Background: an optimization exercise with open tools, aiming at small area, a short achievable clock period and few clock cycles. Do not read the settings as production practice.
Where RTL was checked, it was by simulation tests only, not by an equivalence proof against the original.
Power figures rest on the tool's default switching activity, not on a simulated workload.

Setup of pepper:
// symcodec_rx
module symcodec_rx (
    input  wire        clk,
    input  wire        rst,
    input  wire        in_valid,
    output wire        in_ready,
    input  wire [63:0] in_data,     
    input  wire [3:0]  in_groups,   
    input  wire        in_last,     
    output reg         out_valid,
    output reg  [7:0]  out_byte,
    output reg  [2:0]  out_kind,    
    output reg         done,
    output wire [1:0]  res,         
    output wire [3:0]  cause,       
    output wire        chkmis,
    output wire [15:0] clean_bits,
    output wire [15:0] n_bytes,
    output wire [31:0] pre,
    output wire [15:0] len,
    output wire [7:0]  stored_chk,
    output wire [7:0]  calc_chk,
    output wire [15:0] bad_index,
    output wire [5:0]  bad_win
);
Size: about 1100 cells after synthesis, about 9500 um^2 of cells after synthesis.
export LEC_CHECK = 0
export ABC_AREA = 1
export CAP_MARGIN = 20
export CORE_MARGIN = 2
export CORE_UTILIZATION = 50
export CTS_BUF_LIST = sky130_fd_sc_hd__clkbuf_8
export SETUP_SLACK_MARGIN = 2.7
export SLEW_MARGIN = 20
create_clock -name core_clock -period 5.0 [get_ports {clk}]
standard.sh (not shown) runs the stock make flow with config.mk's settings and CLKGATE_MAP_FILE= SYNTH_SCRIPT=/design/flow/synth_recipe.tcl, a recipe that flattens the netlist after the stock synthesis.
==> flow/flow/run.sh <==
#!/bin/bash
# Standard ORFS layout (standard.sh: the standard flow's synthesis, floorplan, place, CTS,
# route, finish) with one change: the buffers that buffer_ports puts on every
# input and output port are sky130_fd_sc_hd__buf_1 cells instead of the
# default pick. The full make output goes to standard.log in this folder;
# each ORFS step's own log stays under orfs/logs/.
set -euo pipefail
export BUFFER_PORTS_ARGS="-buffer_cell sky130_fd_sc_hd__buf_1"
bash standard.sh > standard.log 2>&1
The flow did not stop early for pepper: all stages ran, and the layout cleared the timing, DRC and antenna checks.
[inputs] cedar vs pepper
- CTS_BUF_LIST removed (was sky130_fd_sc_hd__clkbuf_8)
==> comparison <==
- On internal power contribution, cedar does worse than pepper.
- Diff pepper..cedar | number of stages on the worst hold path | unchanged
- Cmp cedar vs pepper: number of inserted filler cells in the final layout lower in cedar
- Changes observed in cedar relative to pepper: power consumption picked up an extra 12%, routed length on met1 neither gained nor lost much.
No functional check of the RTL was part of any run of this note.

* * *

Setup of north:
symcodec_rx, a different RTL version from the one above (not shown whole).
Size in the first run: ~1,100 cells after synthesis, about 210 I/O pins, ~0.0088 mm2 of cells after synthesis.
Settings: LEC_CHECK=0, ABC_AREA=1, CAP_MARGIN=20, CORE_MARGIN=2, CORE_UTILIZATION=55, PLACE_DENSITY=0.7, SETUP_SLACK_MARGIN=2.7, SLEW_MARGIN=20; clock period 5.0 ns.
==> flow/flow/run.sh <==
#!/bin/bash
# Standard ORFS layout (standard.sh: the standard flow's synthesis, floorplan, place, CTS,
# route, finish) with two changes:
#  - the buffers that buffer_ports puts on every input and output port are
#    sky130_fd_sc_hd__buf_1 cells instead of the default pick;
#  - clock tree synthesis builds the tree from clkbuf_4/clkbuf_8 cells and
#    adds no dummy loads to even out the tree.
# The full make output goes to standard.log in this folder; each ORFS step's
# own log stays under orfs/logs/.
set -euo pipefail
export BUFFER_PORTS_ARGS="-buffer_cell sky130_fd_sc_hd__buf_1"
export CTS_ARGS="-sink_clustering_enable -repair_clock_nets -buf_list {sky130_fd_sc_hd__clkbuf_4 sky130_fd_sc_hd__clkbuf_8} -dont_use_dummy_load"
bash standard.sh > standard.log 2>&1
Testbench counts of north, summed over its fixed seeds: cycles 15,365.
Input-level comparison between south and north:
Settings: SETUP_SLACK_MARGIN changed from 2.7 to 2.65; PLACE_DENSITY removed (was 0.7); CORE_UTILIZATION changed from 55 to 50.
Findings:
Global-route wire length before repair up 4.0% in south wrt north
Clock power: north vs south, no meaningful difference
Higher die area among north and south: south
[compare] base=north new=south: hold slack ~0 delta; clock slew seen by the registers of the worst setup and hold paths ~0 delta; final non-filler cell total +17; total power consumption of the routed design +about 0.5%.
Relative to south, the following input files were edited for east:
Settings: SETUP_SLACK_MARGIN: 2.65 -> 2.75.
Summary of east over south: clock skew moved up; minimum clock period saw an increase; final area went up by about 1.1%.
In east, switching part of the total power is higher than in south.
Note that the number of gates given a new drive strength after cts recorded for east amounts to 1.09 times the value seen in south.
Summary of east over south: power held, utilization went up 0.64 points, global-route usage over all layers held.
Between east and south, the slew at the pin with the worst max-slew slack figures differ only marginally.

==> what the ideal ports hide <==
The results above use ideal ports. As a check the final layouts listed here were re-extracted and re-timed, cells and wires unchanged. Step 1, drivers: a clkbuf_16 drives clk and a buf_2 each remaining input, both assumed. Step 2 also shifts input and output timing later by t, the mid clock arrival at the registers, as if the neighbouring blocks saw the same clock. Three values: no drivers, after step 1, after step 2; two values: the first two.
run	t, ns	setup WS [ns]	worst hold slack (ns)	worst setup path at the end	worst register clock-pin slew, ns
pepper	0.514	2.541 / 2.541 / 2.251	0.370 / 0.370 / 0.370	input to register	0.12 / 0.12
cedar	0.476	2.538 / 2.538 / 2.291	0.354 / 0.354 / 0.354	input to register	0.08 / 0.08
north	0.489	2.836 / 2.802 / 2.483	0.374 / 0.374 / 0.374	input to register	0.11 / 0.11
south	0.492	2.796 / 2.773 / 2.440	0.373 / 0.373 / 0.373	input to register	0.11 / 0.11
east	0.478	2.789 / 2.789 / 2.439	0.365 / 0.365 / 0.365	input to register	0.11 / 0.11
After both steps setup and hold are still met in every run listed. The setup slack of south, which loses most, moves by -0.023 ns with the drivers and by -0.356 ns with both steps.
